Background: an optimization exercise with open tools, aiming at small area, a short achievable clock period and few clock cycles per item. Do not read the settings as production practice.
Function was checked by simulation only, so behaviour that the tests miss may differ from the original.

==> run K: inputs <==
// gtd_tone
module gtd_tone (
    input  wire         clk,
    input  wire         rst,             
    input  wire [15:0]  cfg_n,
    input  wire [2:0]   cfg_nt,
    input  wire [17:0]  cfg_coeff0,
    input  wire [17:0]  cfg_coeff1,
    input  wire [17:0]  cfg_coeff2,
    input  wire [17:0]  cfg_coeff3,
    input  wire         cfg_line_src,
    input  wire         cfg_slice_inv,
    input  wire         in_valid,
    output wire         in_ready,
    input  wire [15:0]  in_sample,
    input  wire         clear,
    output reg          res_valid,
    output reg          res_kind,
    output reg  [1:0]   res_sym,
    output reg          res_level,
    output reg          res_level_valid,
    output wire [255:0] res_power
);
Settings: LEC_CHECK=0, ABC_AREA=1, CAP_MARGIN=30, CORE_MARGIN=2, CORE_UTILIZATION=30, PLACE_DENSITY=0.45, SLEW_MARGIN=30; clock period 20.0 ns.
run.sh (not shown) runs the stock make flow with config.mk's settings and CLKGATE_MAP_FILE= SYNTH_SCRIPT=/design/flow/synth_recipe.tcl, a recipe that flattens the netlist after the stock synthesis.
==> inputs of run Y, as changes to run K <==
--- a/flow/design.v
+++ b/flow/design.v
@@ -15,29 +15,19 @@
     input  wire         clear,
     output reg          res_valid,
     output reg          res_kind,
     output reg  [1:0]   res_sym,
     output reg          res_level,
     output reg          res_level_valid,
     output wire [255:0] res_power
 );
-    function [26:0] enc;
+    function [8:0] odd;
         input [17:0] v;
-        input        f;
-        integer i;
-        reg [18:0] e;
-        begin
-            e = {v, 1'b0};
-            for (i = 0; i < 9; i = i + 1) begin
-                enc[i]      = e[2*i+1] ^ e[2*i];
-                enc[9 + i]  = (e[2*i+2] & ~e[2*i+1] & ~e[2*i]) | (~e[2*i+2] & e[2*i+1] & e[2*i]);
-                enc[18 + i] = e[2*i+2] ^ f;
-            end
-        end
+        odd = {v[17], v[15], v[13], v[11], v[9], v[7], v[5], v[3], v[1]};
     endfunction
     reg         rdy;
     reg  [15:0] wc;
     reg         wfirst;
     reg  [15:0] n_r;
     reg  [2:0]  nt_r;
     reg         inv_r;
     reg  [15:0] x_r;         
@@ -47,17 +37,18 @@
     wire [15:0] n_eff  = (cfg_n == 16'd0) ? 16'd1 : cfg_n;
     wire [2:0]  nt_eff = (cfg_nt == 3'd0) ? 3'd1 : (cfg_nt > 3'd4) ? 3'd4 : cfg_nt;
     wire [15:0] wc_p1  = wc + 16'd1;
     wire        is_last = wfirst ? (cfg_n[15:1] == 15'd0) : (wc_p1 >= n_r);
     wire        accept  = in_valid & rdy;
     assign in_ready = rdy;
     reg  [47:0] s1_0, s1_1, s1_2, s1_3;
     reg  [47:0] s2_0, s2_1, s2_2, s2_3;
-    reg  [26:0] bd0, bd1, bd2, bd3;   
+    reg  [17:0] a0, a1, a2, a3;
+    reg  [8:0]  ng3;         
     reg         smode_r, zen3_r, acyc_r;
     reg  [1:0]  lsel;        
     reg  [3:0]  pstep;       
     reg  [3:0]  cstep;       
     reg         dec_go;
     wire smode = smode_r;    
     reg  [47:0] s2_l;
     always @* begin
@@ -65,33 +56,36 @@
             2'd0: s2_l = s2_0;
             2'd1: s2_l = s2_1;
             2'd2: s2_l = s2_2;
             default: s2_l = s2_3;
         endcase
     end
     wire [47:0] z3 = smode ? s2_3 : s2_l;
     wire [65:0] r0, r1, r2, r3;
-    gtd_unit u0 (.e(bd0), .b(s1_0), .z(s2_0), .zen(smode), .zinv(smode),
+    gtd_unit u0 (.a(a0), .ng(odd(a0)), .b(s1_0), .z(s2_0), .zen(smode), .zinv(smode),
                  .x(x_r), .r(r0));
-    gtd_unit u1 (.e(bd1), .b(s1_1), .z(s2_1), .zen(smode), .zinv(smode),
+    gtd_unit u1 (.a(a1), .ng(odd(a1)), .b(s1_1), .z(s2_1), .zen(smode), .zinv(smode),
                  .x(x_r), .r(r1));
-    gtd_unit u2 (.e(bd2), .b(s1_2), .z(s2_2), .zen(smode), .zinv(smode),
+    gtd_unit u2 (.a(a2), .ng(odd(a2)), .b(s1_2), .z(s2_2), .zen(smode), .zinv(smode),
                  .x(x_r), .r(r2));
-    gtd_unit3 u3 (.e(bd3), .b(s1_3), .z(z3), .zen(zen3_r), .zinv(smode),
+    gtd_unit3 u3 (.a(a3), .ng(ng3), .b(s1_3), .z(z3), .zen(zen3_r), .zinv(smode),
                  .x(x_r), .r(r3));
     wire [47:0] v0 = r0[61:14];
     wire [47:0] v1 = r1[61:14];
     wire [47:0] v2 = r2[61:14];
     wire [47:0] v3 = r3[61:14];
     reg  [64:0] q0, q1, q2, q3;
     reg  [65:0] rr;
-    reg  [94:0] acc_s, acc_in;
+    reg  [94:0] acc_e, acc_o;
     reg  [63:0] p0, p1, p2, p3;
     reg         n0, n1, n2, n3, o0, o1, o2, o3;
+    wire        cb = (cstep == 4'd4) | (cstep == 4'd6) | (cstep == 4'd8) | (cstep == 4'd9);
+    wire        ce = (cstep == 4'd4) | (cstep == 4'd8);
+    wire [94:0] acc_in = cb ? (ce ? acc_e : acc_o) : 95'd0;
     wire [114:0] t;
     gtd_comb cmb (.q0(q0), .q1(q1), .q2(q2), .q3(q3), .acc(acc_in), .t(t));
     wire [63:0] p_new = t[77:14];
     wire        n_new = t[114];
     wire        o_new = |t[113:78];
     wire [63:0] c0 = n0 ? 64'd0 : o0 ? {64{1'b1}} : p0;
     wire [63:0] c1 = n1 ? 64'd0 : o1 ? {64{1'b1}} : p1;
     wire [63:0] c2 = n2 ? 64'd0 : o2 ? {64{1'b1}} : p2;
@@ -220,56 +214,65 @@
             s2_0 <= 48'd0; s2_1 <= 48'd0; s2_2 <= 48'd0; s2_3 <= 48'd0;
         end else if (na | nb) begin
             s1_0 <= bval; s1_1 <= bval; s1_2 <= bval; s1_3 <= bval;
         end else if (upd) begin
             s1_0 <= v0; s1_1 <= v1; s1_2 <= v2; s1_3 <= v3;
             s2_0 <= s1_0; s2_1 <= s1_1; s2_2 <= s1_2; s2_3 <= s1_3;
         end
         if (na) begin
-            bd0  <= enc({1'b0, bval[16:0]}, 1'b0);
-            bd1  <= enc({1'b0, bval[33:17]}, 1'b0);
-            bd2  <= enc({{4{bval[47]}}, bval[47:34]}, 1'b0);
-            bd3  <= enc(c_sel, 1'b1);
+            a0   <= {1'b0, bval[16:0]};
+            a1   <= {1'b0, bval[33:17]};
+            a2   <= {{4{bval[47]}}, bval[47:34]};
+            a3   <= c_sel;
+            ng3  <= ~odd(c_sel);
             lsel <= la;
         end else if (nb) begin
-            bd0  <= enc({1'b0, rr[16:0]}, 1'b0);
-            bd1  <= enc({1'b0, rr[33:17]}, 1'b0);
-            bd2  <= enc({1'b0, rr[50:34]}, 1'b0);
-            bd3  <= enc(rtop, 1'b0);
+            a0   <= {1'b0, rr[16:0]};
+            a1   <= {1'b0, rr[33:17]};
+            a2   <= {1'b0, rr[50:34]};
+            a3   <= rtop;
+            ng3  <= odd(rtop);
         end else begin
-            bd0 <= enc(cfg_coeff0, 1'b0); bd1 <= enc(cfg_coeff1, 1'b0);
-            bd2 <= enc(cfg_coeff2, 1'b0); bd3 <= enc(cfg_coeff3, 1'b0);
+            a0 <= cfg_coeff0; a1 <= cfg_coeff1; a2 <= cfg_coeff2; a3 <= cfg_coeff3;
+            ng3 <= odd(cfg_coeff3);
         end
-        if (cstep == 4'd2 || cstep == 4'd3 || cstep == 4'd5 || cstep == 4'd7) acc_s <= t[94:0];
-        acc_in <= (cstep == 4'd3 || cstep == 4'd5 || cstep == 4'd7 || cstep == 4'd8) ? acc_s : 95'd0;
+        if (cstep == 4'd2 || cstep == 4'd5) acc_e <= t[94:0];
+        if (cstep == 4'd3 || cstep == 4'd7) acc_o <= t[94:0];
         if (pstep == 4'd1) begin
             p0 <= {16'd0, s1_0}; p1 <= {16'd0, s1_1}; p2 <= {16'd0, s1_2}; p3 <= {16'd0, s1_3};
             n0 <= 1'b0; n1 <= 1'b0; n2 <= 1'b0; n3 <= 1'b0;
             o0 <= 1'b0; o1 <= 1'b0; o2 <= 1'b0; o3 <= 1'b0;
         end else begin
             if (cstep == 4'd4) begin p0 <= p_new; n0 <= n_new; o0 <= o_new; end else p0 <= c0;
             if (cstep == 4'd6) begin p1 <= p_new; n1 <= n_new; o1 <= o_new; end else p1 <= c1;
             if (cstep == 4'd8) begin p2 <= p_new; n2 <= n_new; o2 <= o_new; end else p2 <= c2;
             if (cstep == 4'd9) begin p3 <= p_new; n3 <= n_new; o3 <= o_new; end else p3 <= c3;
         end
     end
 endmodule
 module gtd_unit (
-    input  wire [26:0] e,       
+    input  wire [17:0] a,
+    input  wire [8:0]  ng,
     input  wire [47:0] b,
     input  wire [47:0] z,
     input  wire        zen,
     input  wire        zinv,
     input  wire [15:0] x,
     output wire [65:0] r
 );
+    wire [18:0] ae = {a, 1'b0};
     wire [48:0] be = {b[47], b};
-    wire [8:0] one = e[8:0], two = e[17:9], neg = e[26:18];
+    wire [8:0] one, two, neg;
     genvar i, j;
+    generate for (i = 0; i < 9; i = i + 1) begin : enc
+        assign one[i] = ae[2*i+1] ^ ae[2*i];
+        assign two[i] = (ae[2*i+2] & ~ae[2*i+1] & ~ae[2*i]) | (~ae[2*i+2] & ae[2*i+1] & ae[2*i]);
+        assign neg[i] = ng[i];
+    end endgenerate
     wire [48:0] pp [0:8];
     generate for (i = 0; i < 9; i = i + 1) begin : ppg
         assign pp[i][0] = (one[i] & be[0]) ^ neg[i];
         for (j = 1; j < 49; j = j + 1) begin : bt
             assign pp[i][j] = ((one[i] & be[j]) | (two[i] & be[j-1])) ^ neg[i];
         end
     end endgenerate
     wire [47:0] zr = ({48{zen}} & z) ^ {48{zinv}};
@@ -1205,27 +1208,34 @@
     assign u_928 = (~pp[7][48] & pp[8][46]) | (~pp[7][48] & u_806) | (pp[8][46] & u_806);
     assign u_929 = 1'b1 ^ pp[8][47];
     assign u_930 = 1'b1 & pp[8][47];
     wire [65:0] s0 = {1'b1, u_930, u_928, u_926, u_924, u_922, u_920, u_918, u_916, u_914, u_912, u_910, u_908, u_906, u_904, u_902, u_900, u_898, u_896, u_894, u_892, u_890, u_888, u_886, u_884, u_882, u_880, u_878, u_876, u_874, u_872, u_870, u_868, u_866, u_864, u_862, u_860, u_858, u_856, u_854, u_852, u_850, u_848, u_846, u_844, u_842, u_840, u_838, u_836, u_834, u_832, u_830, u_828, u_826, u_824, u_822, u_820, u_818, u_816, u_814, u_812, u_810, u_808, u_807, pp[0][1], neg[0]};
     wire [65:0] s1 = {1'b0, ~pp[8][48], u_929, u_927, u_925, u_923, u_921, u_919, u_917, u_915, u_913, u_911, u_909, u_907, u_905, u_903, u_901, u_899, u_897, u_895, u_893, u_891, u_889, u_887, u_885, u_883, u_881, u_879, u_877, u_875, u_873, u_871, u_869, u_867, u_865, u_863, u_861, u_859, u_857, u_855, u_853, u_851, u_849, u_847, u_845, u_843, u_841, u_839, u_837, u_835, u_833, u_831, u_829, u_827, u_825, u_823, u_821, u_819, u_817, u_815, u_813, u_811, u_809, pp[1][0], 1'b0, pp[0][0]};
     assign r = s0 + s1;
 endmodule
 module gtd_unit3 (
-    input  wire [26:0] e,       
+    input  wire [17:0] a,
+    input  wire [8:0]  ng,
     input  wire [47:0] b,
     input  wire [47:0] z,
     input  wire        zen,
     input  wire        zinv,
     input  wire [15:0] x,
     output wire [65:0] r
 );
+    wire [18:0] ae = {a, 1'b0};
     wire [48:0] be = {b[47], b};
-    wire [8:0] one = e[8:0], two = e[17:9], neg = e[26:18];
+    wire [8:0] one, two, neg;
     genvar i, j;
+    generate for (i = 0; i < 9; i = i + 1) begin : enc
+        assign one[i] = ae[2*i+1] ^ ae[2*i];
+        assign two[i] = (ae[2*i+2] & ~ae[2*i+1] & ~ae[2*i]) | (~ae[2*i+2] & ae[2*i+1] & ae[2*i]);
+        assign neg[i] = ng[i];
+    end endgenerate
     wire [48:0] pp [0:8];
     generate for (i = 0; i < 9; i = i + 1) begin : ppg
         assign pp[i][0] = (one[i] & be[0]) ^ neg[i];
         for (j = 1; j < 49; j = j + 1) begin : bt
             assign pp[i][j] = ((one[i] & be[j]) | (two[i] & be[j-1])) ^ neg[i];
         end
     end endgenerate
     wire [47:0] zr = ({48{zen}} & z) ^ {48{zinv}};
==> summary of the runs <==
- Of run K and run Y, run K has the higher first-iteration DRC count (gap about 2%, measured against run Y).
- Against run K, the utilization of run Y is higher by 0.11 points.
- Of run Y and run K, run K has the higher sequential cell count (gap 27).
- In run Y the worst setup slack is worse than in run K, by 1.3 ns.
- Of run K and run Y, run Y has the higher clock skew (gap 0.028 ns).
- Synthesized cell count: run K is larger than run Y (0.93%).
==> figures <==
Status: run K timing/DRC/antenna clean; run Y timing/DRC/antenna clean
Global Route met2 Usage: run K 0.557; run Y 0.543
Fraction of area in registers: run K 0.156; run Y 0.159
Final worst path period need: run K 8.45 ns; run Y 9.74 ns
Clock buffer instance count of the final layout: run K 258; run Y 246
Placer's final routability congestion estimate: run K 1.11; run Y 1.11
Wire length on met3: run K 155000 µm; run Y 143000 µm
Fill cell count: run K 60707; run Y 59841
Number of nets in the synthesized netlist: run K 25124; run Y 24914
Critical path fanouts, max: run K 56; run Y 65
Maximum clock skew at final layout: run K 0.0778 ns; run Y 0.105 ns
Skew-Pair Late Insertion Delay: run K 1.00 ns; run Y 1.01 ns
Flop-to-flop setup slack: run K 11.55 ns; run Y 10.26 ns
CP most frequent cell: run K sky130_fd_sc_hd__fa_1; run Y sky130_fd_sc_hd__nand2_1
Slowest Stage Delay on Critical Path: run K 0.77 ns; run Y 0.79 ns
Number of well taps: run K 7479; run Y 7452
Testbench counts of run K, summed over its fixed seeds: cycles 11,792, samples 9,600.
Testbench counts of run Y, summed over its fixed seeds: cycles 11,792, samples 9,600.

## static timing again, ports no longer ideal
In the flow no input, the clock included, has a driving cell. The finished layouts below were timed again as built, in two steps.
Step 1 (the two cells are an assumption about what drives the block):
set clk [get_ports {clk}]
set_driving_cell -lib_cell sky130_fd_sc_hd__clkbuf_16 $clk
set_driving_cell -lib_cell sky130_fd_sc_hd__buf_2 [delete_from_list [all_inputs] $clk]
Step 2 times the ports against the registers' clock, not the clock port: input delays grow and output delays shrink by t, the midpoint of the rising clock arrivals with the driver on.
Slacks: ideal / step 1 / step 2; pairs: ideal / step 1.
| run | shift t [ns] | setup slack, ns | hold WS [ns] | worst setup path after step 2 |
|---|---|---|---|---|
| run K | 1.090 | 11.551 / 11.551 / 11.551 | 0.401 / 0.401 / 0.401 | register to register |
| run Y | 1.066 | 10.264 / 10.264 / 10.264 | 0.425 / 0.425 / 0.425 | register to register |
After both steps every run listed still meets setup and hold.
